This is an optimization exercise on Yosys and OpenROAD, whose aim is small area and few clock cycles, not a production implementation.
Only simulation tests tie the RTL to the original design; equivalence was not proved.
Power and IR drop assume default switching activity.

`flow/config.mk`:
```
export PLATFORM = sky130hd
export DESIGN_NAME = oscillator_bank_renderer
export DESIGN_NICKNAME = oscillator_bank_renderer
export VERILOG_FILES = /design/flow/design.v
export SDC_FILE = /design/flow/constraint.sdc
export NUM_CORES = 4
export LEC_CHECK = 0
export CAP_MARGIN = 20
export CORE_MARGIN = 2
export CORE_UTILIZATION = 40
export SLEW_MARGIN = 20
```
`flow/constraint.sdc`:
```
create_clock -name core_clock -period 20.0 [get_ports {clk}]
set_input_delay 4.0000 -clock core_clock [delete_from_list [all_inputs] [get_ports {clk}]]
set_output_delay 4.0000 -clock core_clock [all_outputs]
set_load 0.01 [all_outputs]
```
`flow/design.v`:
```
module oscillator_bank_renderer (
    input  wire        clk,
    input  wire        rst,
    input  wire        cmd_valid,
    output wire        cmd_ready,
    input  wire [31:0] cmd_word,
    output wire        rsp_valid,
    input  wire        rsp_ready,
    output wire [31:0] rsp_data,
    output wire        smp_valid,
    input  wire        smp_ready,
    output wire [7:0]  smp_data
);
    localparam [5:0]  AMP_MAX         = 6'd16;
    localparam [15:0] SLICE_LEN       = 16'd4;
    localparam        FRIC_FREQ_SHIFT = 12;
    localparam [3:0] OP_NOP = 4'h0, OP_WRL = 4'h1, OP_WRH = 4'h2, OP_RD = 4'h3,
                     OP_PLAY = 4'h4, OP_CENV = 4'h5, OP_RFORM = 4'h6,
                     OP_RFRIC = 4'h7, OP_RSIL = 4'h8, OP_RESET = 4'hF;
    localparam [1:0] SRC_SIL = 2'd0, SRC_ASP = 2'd1, SRC_FRIC = 2'd2, SRC_BUZZ = 2'd3;
    localparam [1:0] K_SIL = 2'd0, K_FORM = 2'd1, K_FRIC = 2'd2;
    localparam [3:0] S_IDLE    = 4'd0,
                     S_RESP    = 4'd1,
                     S_INTERP  = 4'd2,    
                     S_IDIV    = 4'd3,    
                     S_CENV    = 4'd4,    
                     S_KSTART  = 4'd5,    
                     S_KDIV1   = 4'd6,    
                     S_KDIV2   = 4'd7,    
                     S_KWRITE  = 4'd8,    
                     S_RENDER  = 4'd9,
                     S_EMIT    = 4'd10;
    logic [6:0][15:0] osc_freq;
    logic [6:0][15:0] osc_phase;
    logic [6:0][7:0]  osc_wave;
    logic [2:0][31:0] fosc_freq;
    logic [2:0][31:0] fosc_phase;
    logic [3:0][15:0] start_r;
    logic [3:0][15:0] end_r;
    logic [3:0][15:0] cur;
    logic             psync;
    logic [1:0]       timbre;
    logic             st_ill;
    logic             st_ovf;
    logic [3:0]       st_cause;
    logic [31:0]      badcmd;
    logic [3:0]       st;
    logic [1:0]       kind;        
    logic             in_play;     
    logic [1:0]       src;         
    logic [15:0]      seg_n;       
    logic [15:0]      seg_i;       
    logic [31:0]      run_cnt;     
    logic [31:0]      run_j;       
    logic [3:0][15:0] seg_s;       
    logic [3:0][15:0] seg_e;       
    logic [1:0]       ch;          
    logic [1:0]       fk;          
    logic [5:0]       wgt;         
    logic [15:0]      env_f0;      
    logic [15:0]      env_h;       
    logic [15:0]      env_r;       
    logic [5:0]       env_ahi;     
    logic             env_mute;    
    logic signed [7:0] out_r;
    logic [31:0]      rsp_r;
    assign cmd_ready = (st == S_IDLE);
    assign rsp_valid = (st == S_RESP);
    assign rsp_data  = rsp_r;
    assign smp_valid = (st == S_EMIT);
    assign smp_data  = out_r;
    wire [3:0]  op    = cmd_word[31:28];
    wire [7:0]  regn  = cmd_word[27:20];
    wire [15:0] imm   = cmd_word[15:0];
    wire [1:0]  c_src = cmd_word[17:16];
    wire is_start_end_cur = (regn >= 8'h10) && (regn <= 8'h1B);
    wire is_osc  = (regn >= 8'h20) && (regn <= 8'h3B) && (regn[1:0] != 2'd3);
    wire is_fosc = (regn >= 8'h40) && (regn <= 8'h45);
    wire reg_impl = (regn <= 8'h03) || is_start_end_cur || is_osc || is_fosc;
    wire [2:0] osc_j  = regn[4:2];
    wire [1:0] fosc_k = regn[2:1];
    reg mbz_fail;
    always @(*) begin
        case (op)
            OP_NOP, OP_RESET:        mbz_fail = (cmd_word[27:0] != 28'd0);
            OP_WRL, OP_WRH:          mbz_fail = (cmd_word[19:16] != 4'd0);
            OP_RD:                   mbz_fail = (cmd_word[19:0] != 20'd0);
            OP_PLAY:                 mbz_fail = (cmd_word[27:18] != 10'd0);
            OP_CENV:                 mbz_fail = (cmd_word[27:18] != 10'd0) || (cmd_word[15:0] != 16'd0);
            OP_RFORM, OP_RFRIC, OP_RSIL: mbz_fail = (cmd_word[27:16] != 12'd0);
            default:                 mbz_fail = 1'b0;
        endcase
    end
    wire op_reserved = (op >= 4'h9) && (op <= 4'hE);
    wire op_regacc   = (op == OP_WRL) || (op == OP_WRH) || (op == OP_RD);
    wire acc_fail    = ((op == OP_WRL) && ((regn == 8'h02) || (regn == 8'h03))) ||
                       ((op == OP_WRH) && !is_fosc);
    wire val_fail    = (op == OP_WRL) &&
                       (((regn == 8'h00) && (imm[15:3] != 13'd0)) ||
                        ((regn == 8'h01) && (imm[15:2] != 14'd0)) ||
                        (is_osc && (regn[1:0] == 2'd2) &&
                         ((imm[15:8] != 8'd0) || (imm[5:0] > AMP_MAX))));
    reg [3:0] cause;
    always @(*) begin
        if (op_reserved)                cause = 4'd1;
        else if (mbz_fail)              cause = 4'd2;
        else if (op_regacc && !reg_impl) cause = 4'd3;
        else if (acc_fail)              cause = 4'd4;
        else if (val_fail)              cause = 4'd5;
        else                            cause = 4'd0;
    end
    reg [31:0] rd_val;
    always @(*) begin
        rd_val = 32'd0;
        if (regn == 8'h00)      rd_val = {29'd0, timbre, psync};
        else if (regn == 8'h01) rd_val = {24'd0, st_cause, 2'b00, st_ovf, st_ill};
        else if (regn == 8'h02) rd_val = {16'd0, SLICE_LEN};
        else if (regn == 8'h03) rd_val = badcmd;
        else if (is_start_end_cur) begin
            case (regn[3:2])
                2'd0:    rd_val = {16'd0, start_r[regn[1:0]]};
                2'd1:    rd_val = {16'd0, end_r[regn[1:0]]};
                default: rd_val = {16'd0, cur[regn[1:0]]};
            endcase
        end else if (is_osc) begin
            case (regn[1:0])
                2'd0:    rd_val = {16'd0, osc_freq[osc_j]};
                2'd1:    rd_val = {16'd0, osc_phase[osc_j]};
                default: rd_val = {24'd0, osc_wave[osc_j]};
            endcase
        end else if (is_fosc) begin
            rd_val = regn[0] ? fosc_phase[fosc_k] : fosc_freq[fosc_k];
        end
    end
    logic [6:0][15:0] ph_next;
    logic [6:0][7:0]  lane_out;
    logic [2:0][31:0] fph_next;
    logic [2:0][7:0]  noise_raw;
    logic [2:0][7:0]  fric_out;
    genvar g;
    generate
        for (g = 0; g < 7; g = g + 1) begin : g_osc
            wire signed [7:0] rom_val;
            assign ph_next[g] = osc_phase[g] + osc_freq[g];
            obr_buzz_rom u_buzz (
                .timbre (osc_wave[g][7:6]),
                .amp    (osc_wave[g][5:0]),
                .idx    (ph_next[g][15:11]),
                .sample (rom_val)
            );
            assign lane_out[g] = (osc_freq[g] == 16'd0) ? 8'd0 : rom_val;
        end
        for (g = 0; g < 3; g = g + 1) begin : g_fosc
            wire signed [7:0] rom_val;
            assign fph_next[g] = fosc_phase[g] + fosc_freq[g];
            obr_noise_rom u_noise (
                .idx    (fph_next[g][31:26]),
                .sample (rom_val)
            );
            assign noise_raw[g] = rom_val;
            assign fric_out[g]  = (fosc_freq[g] == 32'd0) ? 8'd0 : rom_val;
        end
    endgenerate
    wire signed [10:0] form_sum =
        $signed(lane_out[0]) + $signed(lane_out[1]) + $signed(lane_out[2]) +
        $signed(lane_out[3]) + $signed(lane_out[4]) + $signed(lane_out[5]) +
        $signed(lane_out[6]);
    wire signed [15:0] am_prod = $signed(lane_out[0]) * $signed(noise_raw[0]);
    wire signed [8:0]  am_mix  = am_prod >>> 7;    
    wire signed [10:0] fric_sum =
        $signed(fric_out[0]) + $signed(fric_out[1]) + $signed(fric_out[2]) + am_mix;
    wire signed [10:0] acc = (kind == K_FORM) ? form_sum : fric_sum;
    wire acc_ovf = (acc > 11'sd127) || (acc < -11'sd128);
    reg         div_start;
    reg  [31:0] div_dividend;
    reg  [15:0] div_divisor;
    wire [15:0] div_q;
    wire [15:0] div_rem;
    wire        div_busy;
    obr_div u_div (
        .clk       (clk),
        .start     (div_start),
        .dividend  (div_dividend),
        .divisor   (div_divisor),
        .quotient  (div_q),
        .remainder (div_rem),
        .busy      (div_busy)
    );
    wire [15:0] g_s    = seg_s[ch];
    wire [15:0] g_e    = seg_e[ch];
    wire        g_up   = (g_e >= g_s);
    wire [15:0] g_dist = g_up ? (g_e - g_s) : (g_s - g_e);
    wire [16:0] g_mid  = {1'b0, g_s} + {1'b0, g_e};
    wire [31:0] g_prod = g_dist * seg_i;
    wire [15:0] g_val  = g_up ? (g_s + div_q) : (g_s - div_q);
    wire [15:0] k_f     = cur[fk + 2'd1];
    wire [21:0] k_wr    = wgt * div_rem;
    wire [15:0] k_flo   = k_f - env_r;
    wire [15:0] k_fhi   = k_flo + env_f0;
    wire [15:0] k_plo   = env_h * osc_phase[0];
    wire [15:0] k_phi   = k_plo + osc_phase[0];
    wire [5:0]  k_ahi   = env_mute ? 6'd0 : env_ahi;
    wire [5:0]  k_alo   = env_mute ? 6'd0 : (wgt - env_ahi);
    wire [2:0]  k_lo    = {fk, 1'b0} + 3'd1;    
    wire [2:0]  k_hi    = {fk, 1'b0} + 3'd2;    
    always @(*) begin
        div_start    = 1'b0;
        div_dividend = 32'd0;
        div_divisor  = 16'd1;
        case (st)
            S_INTERP: begin
                div_start    = (seg_n != 16'd1);
                div_dividend = g_prod;
                div_divisor  = seg_n - 16'd1;
            end
            S_KSTART: begin
                div_start    = (env_f0 != 16'd0);
                div_dividend = {16'd0, k_f};
                div_divisor  = env_f0;
            end
            S_KDIV1: begin
                div_start    = !div_busy && (k_f != 16'd0);
                div_dividend = {10'd0, k_wr};
                div_divisor  = env_f0;
            end
            default: ;
        endcase
    end
    wire [15:0] cur0_in = cur[0];
    always @(posedge clk) begin
        if (rst || (st == S_IDLE && cmd_valid && op == OP_RESET && cause == 4'd0)) begin
            osc_freq   <= '0;
            osc_phase  <= '0;
            osc_wave   <= '0;
            fosc_freq  <= '0;
            fosc_phase <= '0;
            start_r    <= '0;
            end_r      <= '0;
            cur        <= '0;
            psync      <= 1'b1;
            timbre     <= 2'd0;
            st_ill     <= 1'b0;
            st_ovf     <= 1'b0;
            st_cause   <= 4'd0;
            badcmd     <= 32'd0;
            st         <= S_IDLE;
        end else begin
            case (st)
            S_IDLE: if (cmd_valid) begin
                if (cause != 4'd0) begin
                    if (!st_ill) begin
                        st_ill   <= 1'b1;
                        st_cause <= cause;
                        badcmd   <= cmd_word;
                    end
                    if (op == OP_RD) begin
                        rsp_r <= 32'd0;
                        st    <= S_RESP;
                    end
                end else begin
                    case (op)
                    OP_WRL: begin
                        if (regn == 8'h00) begin
                            psync  <= imm[0];
                            timbre <= imm[2:1];
                        end else if (regn == 8'h01) begin
                            if (imm[0]) begin
                                st_ill   <= 1'b0;
                                st_cause <= 4'd0;
                                badcmd   <= 32'd0;
                            end
                            if (imm[1]) st_ovf <= 1'b0;
                        end else if (is_start_end_cur) begin
                            case (regn[3:2])
                                2'd0:    start_r[regn[1:0]] <= imm;
                                2'd1:    end_r[regn[1:0]]   <= imm;
                                default: cur[regn[1:0]]     <= imm;
                            endcase
                        end else if (is_osc) begin
                            case (regn[1:0])
                                2'd0:    osc_freq[osc_j]  <= imm;
                                2'd1:    osc_phase[osc_j] <= imm;
                                default: osc_wave[osc_j]  <= imm[7:0];
                            endcase
                        end else if (is_fosc) begin
                            if (regn[0]) fosc_phase[fosc_k][15:0] <= imm;
                            else         fosc_freq[fosc_k][15:0]  <= imm;
                        end
                    end
                    OP_WRH: begin
                        if (regn[0]) fosc_phase[fosc_k][31:16] <= imm;
                        else         fosc_freq[fosc_k][31:16]  <= imm;
                    end
                    OP_RD: begin
                        rsp_r <= rd_val;
                        st    <= S_RESP;
                    end
                    OP_CENV: begin
                        if (c_src != SRC_SIL) begin
                            src     <= c_src;
                            in_play <= 1'b0;
                            st      <= S_CENV;
                        end
                    end
                    OP_RFORM, OP_RFRIC, OP_RSIL: begin
                        if (imm != 16'd0) begin
                            kind    <= (op == OP_RFORM) ? K_FORM :
                                       (op == OP_RFRIC) ? K_FRIC : K_SIL;
                            in_play <= 1'b0;
                            run_cnt <= {16'd0, imm};
                            run_j   <= 32'd0;
                            st      <= S_RENDER;
                        end
                    end
                    OP_PLAY: begin
                        if (imm != 16'd0) begin
                            in_play <= 1'b1;
                            src     <= c_src;
                            seg_n   <= imm;
                            if (c_src == SRC_SIL) begin
                                kind    <= K_SIL;
                                run_cnt <= imm * SLICE_LEN;
                                run_j   <= 32'd0;
                                st      <= S_RENDER;
                            end else begin
                                kind  <= (c_src == SRC_BUZZ) ? K_FORM : K_FRIC;
                                for (int c = 0; c < 4; c++) begin
                                    seg_s[c] <= (start_r[c] == 16'd0) ? end_r[c] : start_r[c];
                                    seg_e[c] <= (end_r[c] == 16'd0) ? start_r[c] : end_r[c];
                                end
                                seg_i <= 16'd0;
                                ch    <= 2'd0;
                                st    <= S_INTERP;
                            end
                        end
                    end
                    default: ;    
                    endcase
                end
            end
            S_RESP: if (rsp_ready) st <= S_IDLE;
            S_INTERP: begin
                if (seg_n == 16'd1) begin
                    cur[ch] <= g_mid[16:1];
                    if (ch == 2'd3) st <= S_CENV;
                    else            ch <= ch + 2'd1;
                end else begin
                    st <= S_IDIV;
                end
            end
            S_IDIV: if (!div_busy) begin
                cur[ch] <= g_val;
                if (ch == 2'd3) st <= S_CENV;
                else begin
                    ch <= ch + 2'd1;
                    st <= S_INTERP;
                end
            end
            S_CENV: begin
                if (src == SRC_ASP) begin
                    cur[0]      <= 16'd0;
                    osc_freq[0] <= 16'd0;
                    osc_wave[0] <= {timbre, 6'd0};
                end else begin
                    osc_freq[0] <= cur0_in;
                    osc_wave[0] <= {timbre, (cur0_in != 16'd0) ? AMP_MAX : 6'd0};
                end
                env_f0 <= (src == SRC_ASP) ? 16'd0 : cur0_in;
                if (src == SRC_BUZZ) begin
                    fk  <= 2'd0;
                    wgt <= AMP_MAX;
                    st  <= S_KSTART;
                end else begin
                    for (int k = 0; k < 3; k++)
                        fosc_freq[k] <= {16'd0, cur[k + 1]} << FRIC_FREQ_SHIFT;
                    if (in_play) begin
                        run_cnt <= {16'd0, SLICE_LEN};
                        run_j   <= 32'd0;
                        st      <= S_RENDER;
                    end else begin
                        st <= S_IDLE;
                    end
                end
            end
            S_KSTART: begin
                env_mute <= (env_f0 == 16'd0) || (k_f == 16'd0);
                env_ahi  <= 6'd0;
                if (env_f0 == 16'd0) begin
                    env_h <= 16'd0;
                    env_r <= k_f;
                    st    <= S_KWRITE;
                end else begin
                    st <= S_KDIV1;
                end
            end
            S_KDIV1: if (!div_busy) begin
                env_h <= div_q;
                env_r <= div_rem;
                if (k_f == 16'd0) st <= S_KWRITE;
                else              st <= S_KDIV2;
            end
            S_KDIV2: if (!div_busy) begin
                env_ahi <= div_q[5:0];
                st      <= S_KWRITE;
            end
            S_KWRITE: begin
                osc_freq[k_lo] <= k_flo;
                osc_freq[k_hi] <= k_fhi;
                osc_wave[k_lo] <= {timbre, k_alo};
                osc_wave[k_hi] <= {timbre, k_ahi};
                if (psync) begin
                    osc_phase[k_lo] <= k_plo;
                    osc_phase[k_hi] <= k_phi;
                end
                wgt <= wgt - (wgt >> 2);
                if (fk == 2'd2) begin
                    if (in_play) begin
                        run_cnt <= {16'd0, SLICE_LEN};
                        run_j   <= 32'd0;
                        st      <= S_RENDER;
                    end else begin
                        st <= S_IDLE;
                    end
                end else begin
                    fk <= fk + 2'd1;
                    st <= S_KSTART;
                end
            end
            S_RENDER: begin
                case (kind)
                K_FORM: begin
                    osc_phase <= ph_next;
                    out_r     <= acc[7:0];
                    if (acc_ovf) st_ovf <= 1'b1;
                end
                K_FRIC: begin
                    osc_phase[0] <= ph_next[0];
                    fosc_phase   <= fph_next;
                    out_r        <= acc[7:0];
                    if (acc_ovf) st_ovf <= 1'b1;
                end
                default: out_r <= 8'sd0;
                endcase
                st <= S_EMIT;
            end
            S_EMIT: if (smp_ready) begin
                if (run_j + 32'd1 < run_cnt) begin
                    run_j <= run_j + 32'd1;
                    st    <= S_RENDER;
                end else if (in_play && kind != K_SIL && seg_i + 16'd1 < seg_n) begin
                    seg_i <= seg_i + 16'd1;
                    ch    <= 2'd0;
                    st    <= S_INTERP;
                end else begin
                    st <= S_IDLE;
                end
            end
            default: st <= S_IDLE;
            endcase
        end
    end
endmodule
module obr_div (
    input  wire        clk,
    input  wire        start,
    input  wire [31:0] dividend,
    input  wire [15:0] divisor,
    output reg  [15:0] quotient,
    output wire [15:0] remainder,
    output wire        busy
);
    reg [16:0] rem;       
    reg [15:0] dvs;
    reg [4:0]  count;     
    wire [16:0] shifted = {rem[15:0], quotient[15]};
    wire [17:0] diff    = {1'b0, shifted} - {2'b00, dvs};
    wire        take    = !diff[17];
    assign remainder = rem[15:0];
    assign busy      = (count != 5'd0);
    always @(posedge clk) begin
        if (start) begin
            rem      <= {1'b0, dividend[31:16]};
            quotient <= dividend[15:0];
            dvs      <= divisor;
            count    <= 5'd16;
        end else if (busy) begin
            rem      <= take ? diff[16:0] : shifted;
            quotient <= {quotient[14:0], take};
            count    <= count - 5'd1;
        end
    end
endmodule
module obr_buzz_rom (
    input  wire [1:0]        timbre,
    input  wire [5:0]        amp,
    input  wire [4:0]        idx,
    output wire signed [7:0] sample
);
    reg signed [6:0] tri_v;
    always @(*) begin
        if (idx <= 5'd8)
            tri_v = 7'sd3 * $signed({2'b00, idx});
        else if (idx <= 5'd24)
            tri_v = 7'sd3 * (7'sd16 - $signed({2'b00, idx}));
        else
            tri_v = 7'sd3 * ($signed({2'b00, idx}) - 7'sd32);
    end
    wire        neg = tri_v[6];
    wire [5:0]  mag_tri = neg ? -tri_v[5:0] : tri_v[5:0];
    wire [11:0] prod = amp * mag_tri;
    wire [11:0] q = prod >> (3'd4 + timbre);
    wire [7:0]  qq = q[7:0];
    assign sample = neg ? -qq : qq;
endmodule
module obr_noise_rom (
    input  wire [5:0]        idx,
    output reg  signed [7:0] sample
);
    always @(*) begin
        case (idx)
            6'd0:  sample = 8'sd6;    6'd1:  sample = -8'sd5;
            6'd2:  sample = 8'sd8;    6'd3:  sample = 8'sd17;
            6'd4:  sample = 8'sd3;    6'd5:  sample = -8'sd6;
            6'd6:  sample = -8'sd2;   6'd7:  sample = 8'sd14;
            6'd8:  sample = -8'sd9;   6'd9:  sample = 8'sd0;
            6'd10: sample = -8'sd8;   6'd11: sample = 8'sd6;
            6'd12: sample = 8'sd12;   6'd13: sample = 8'sd15;
            6'd14: sample = -8'sd15;  6'd15: sample = -8'sd3;
            6'd16: sample = 8'sd20;   6'd17: sample = 8'sd3;
            6'd18: sample = -8'sd2;   6'd19: sample = -8'sd11;
            6'd20: sample = 8'sd16;   6'd21: sample = 8'sd10;
            6'd22: sample = 8'sd0;    6'd23: sample = -8'sd8;
            6'd24: sample = -8'sd13;  6'd25: sample = 8'sd18;
            6'd26: sample = 8'sd16;   6'd27: sample = -8'sd19;
            6'd28: sample = -8'sd14;  6'd29: sample = -8'sd13;
            6'd30: sample = 8'sd1;    6'd31: sample = -8'sd11;
            6'd32: sample = 8'sd11;   6'd33: sample = -8'sd6;
            6'd34: sample = -8'sd11;  6'd35: sample = 8'sd15;
            6'd36: sample = 8'sd15;   6'd37: sample = 8'sd2;
            6'd38: sample = -8'sd4;   6'd39: sample = 8'sd17;
            6'd40: sample = 8'sd0;    6'd41: sample = 8'sd3;
            6'd42: sample = -8'sd3;   6'd43: sample = 8'sd0;
            6'd44: sample = 8'sd4;    6'd45: sample = 8'sd8;
            6'd46: sample = -8'sd14;  6'd47: sample = 8'sd1;
            6'd48: sample = -8'sd3;   6'd49: sample = 8'sd10;
            6'd50: sample = 8'sd7;    6'd51: sample = -8'sd5;
            6'd52: sample = 8'sd16;   6'd53: sample = 8'sd0;
            6'd54: sample = -8'sd13;  6'd55: sample = -8'sd1;
            6'd56: sample = -8'sd20;  6'd57: sample = -8'sd7;
            6'd58: sample = -8'sd17;  6'd59: sample = 8'sd8;
            6'd60: sample = -8'sd2;   6'd61: sample = -8'sd11;
            6'd62: sample = -8'sd7;   default: sample = -8'sd17;
        endcase
    end
endmodule
```
`flow/run.sh`:
```
#!/bin/bash
# synth_recipe.tcl (not shown) runs the flow's synth.tcl, then flattens the netlist and writes it again
# the make line also repeats each setting of config.mk as NAME=value (left out here)
make -C /OpenROAD-flow-scripts/flow DESIGN_CONFIG=/design/flow/config.mk WORK_HOME=/design/flow/orfs CLKGATE_MAP_FILE= SYNTH_SCRIPT=/design/flow/synth_recipe.tcl finish
```
==> results.txt <==
## critical path, delay by kind of cell, from the launching register on
family	cells	cell delay [ns]
adder cells (fa/ha/maj)	16	6.35
AO/OA/AOI/OAI	26	4.92
XOR/XNOR	6	2.39
AND/OR/NAND/NOR	14	2.34
buffers and inverters	8	0.86
flip-flops	1	0.83
multiplexers	1	0.65
## flip-flops by register name (all words and copies together), names as in the netlist, 32 cells and up
name,count
run_j,32
start_r,64
rsp_r,32
fosc_phase,96
osc_wave,56
osc_phase,112
seg_e,64
fosc_freq,96
cur,64
end_r,64
seg_s,64
osc_freq,112
badcmd,32
## metrics by stage
| stage | cell area (um^2) | hold WS, ns |
|---|---|---|
| 6_report | 124200 | 0.4521 |
| 5_1_grt | 124100 | 0.4665 |
| 4_1_cts | 124000 | 0.4518 |
| 3_5_place_dp | 119700 | 0.4438 |
| 3_3_place_gp | 119600 | 0.4379 |
| 2_1_floorplan | 114800 | 0.4320 |
## synth_stat cells (350+ instances only)
master,number,area share
clkbuf_1,837,0.027
fa_1,614,0.11
and2_1,350,0.019
a21oi_1,985,0.043
ha_1,949,0.10
inv_1,1211,0.040
xnor2_1,401,0.031
nand2_1,1421,0.046
o21ai_0,746,0.033
edfxtp_1,368,0.096
dfxtp_1,713,0.12
nor2_1,1329,0.043
## layer usage
layer  GRT usage  up-vias  wire [um]
met3     0.09518     1552      60350
met4      0.2014       38      35420
met2      0.4689     6877     203000
li1            -    49380          -
met1      0.4311    54240     196400
met5           0        -        309
## kinds of logic (layout without fill, tap and decap cells)
family / count (synthesis) / after routing / share of synthesized area
xor+xnor: 601 / 601 / 0.04618
other cells: 0 / 42 / 0
compound gates: 4060 / 4060 / 0.2354
simple gates: 4303 / 4303 / 0.1719
fa+ha+maj: 1564 / 1564 / 0.2107
mux: 336 / 336 / 0.04434
flops: 1081 / 1081 / 0.2207
buf+inv: 2155 / 1863 / 0.07077
## report_power, final
group	switching, mW	internal [mW]	total, mW	leakage (nW)
logic	2.80	1.44	4.24	40.9
clock network	1.10	1.47	2.57	2.16
registers	0.303	2.44	2.74	9.56
total	4.20	5.34	9.55	52.7
## area by class of cell
class,count,area share
tap,3762,0.03790
clock inverter,53,0.004191
multi-input combinational,10860,0.6595
antenna,42,0.0008462
sequential,1081,0.2039
inverter,1225,0.03702
clock buffer,189,0.03110
timing repair buffer,396,0.02555
## final timing paths
check / to / from / depth (start not counted)
setup reg to reg: st_ovf / osc_phase[1] / 71
hold reg to reg: badcmd[4] / badcmd[4] / 2
setup / recovery: st_ovf / osc_phase[1] / 71
hold / removal: badcmd[4] / badcmd[4] / 2
==> impl_results.md <==
* Clk root buf: clkbuf_16
* Cell count after synthesis at 14100
* RSZ-0062 raised after global routing: false
* Drt first pass iters at 10
* Crit start category: flop
* First-pass GRT wire length at 716500 um
* Required @ worst endpoint at 20.68 ns
* Core region area at 285200 um^2
* Footprint of the multi-input gates at 81910 um^2
* Commonest cells after routing, fill and taps aside: nand2_1, nor2_1, inv_1
* 1st-iter DRT viols at 15850
* YS warnings at 4
* Status: finished clean
* CP arrival at 19.20 ns
* CTS tree: yes
* GPL Wtd Cong at 1.039
* Gr usage total at 0.3273
* Initial antenna violation count at 55
* Worst-Skew Late Latency at 0.86 ns
* Final worst path period share at 0.9261
* I/O Buffers at 79
* Starting density of the core at 0.4024
* Total power draw at 9.545 mW
* Die X at 539.6 um
* Layout Utilization at 0.4355
* Buffer depth of the longest clock path at 4
* Vias/cell at 6.364
* Routed vias at 112100
* Setup violators final at 0
* Main synth FF type: dfxtp_1
* Mean post-synth cell area at 8.139 um^2
* Register area at 25320 um^2
* Tightest Hold Check Type: flop to flop
* Commonest non-fill, non-tap cell in the layout: nand2_1
* Fin. Hold Viols at 0
* Seq cells post-synth at 1081
* Worst slew margin at 0.09741
* Rows at 196
* CTS Hold Bufs at 0
* Largest net degree at the start of global routing at 202
* Max Slew Vio Count at 0
* Gr ovfl total at 0
* Worst-path clk slew at 0.06 ns
* Post-synth ARST share at 0
* Clk sinks at 1081
* Cts repair resizes at 0
* Die H at 539.6 um
* Worst slack at placement at 1.333 ns
* VDD IR max at 80.32 uV
* Final worst slack at 1.478 ns
* Area added between synthesis and finish at 8.222%
* Synth Cell Area at 114800 um^2
* Post-synth cell types at 113
* Reg2Reg Setup Slack at 1.48 ns
* Non-filler cells, final at 17610
* Residual DRC at 0
* Max Fclk at 53.99 MHz
* Layout fillers at 28540
* HPWL after DPL at 361400 um
* Detailed Route WL at 495500 um
* Cell count after placement at 17330
* DRT antenna net count at 0
* Most used cell, CP: fa_1
* Max_cap viols at 0
* Share of layout cells above drive strength 1 at 0.06402
* Worst slew pin tran at 1.351 ns
* Number of global-route vias before repair at 103200
* Register area share after synthesis at 0.2207
* Leak at 52.66 nW
* I/O Pins at 80
* Drt wl/cell at 28.13 um
* CTS Buf Count at 142
* Layout Skew at 0.09009 ns
* Die footprint at 291200 um^2
* Post-route minimum period at 18.52 ns
* EDFF count, synth at 368
* CP Max Fanout at 22
* Nets@finish at 15310
* Critical path class: flop to flop
* Post-CTS setup buffers at 0
* Pwr dens at 76.85 nW/um^2
* Largest stage delay, worst path at 0.83 ns
* Fin Setup TNS at 0 ns
* Slowest stage cell, crit path: dfxtp_1
* Syn_nets at 15700
* CP Capture Type: flop
* H-Tree Level Count at 4
Testbench counts, summed over its fixed seeds: cycles 272,555.

[afterwards: timing with drivers on the ports]
How much do the figures lean on ideal ports? The routed layout below was timed once more, with nothing changed but the port constraints. Step 1, drivers: a clkbuf_16 drives clk and a buf_2 each remaining input, both assumed. Step 2 moves the port delays by t, midway between the first and last clock arrival at a register: inputs arrive t later, outputs are due t later. That takes back most of the time a late clock gives input paths. Slacks: ideal / step 1 / step 2; pairs: ideal / step 1.
shift t [ns]: 0.919
slack for setup (ns): 1.478 / 1.478 / 1.478
slew at the worst register clock pin (ns): 0.07 / 0.07
After both steps this run still meets setup and hold. The setup slack of this run moves by 0.000 ns with the drivers and by 0.000 ns with both steps.
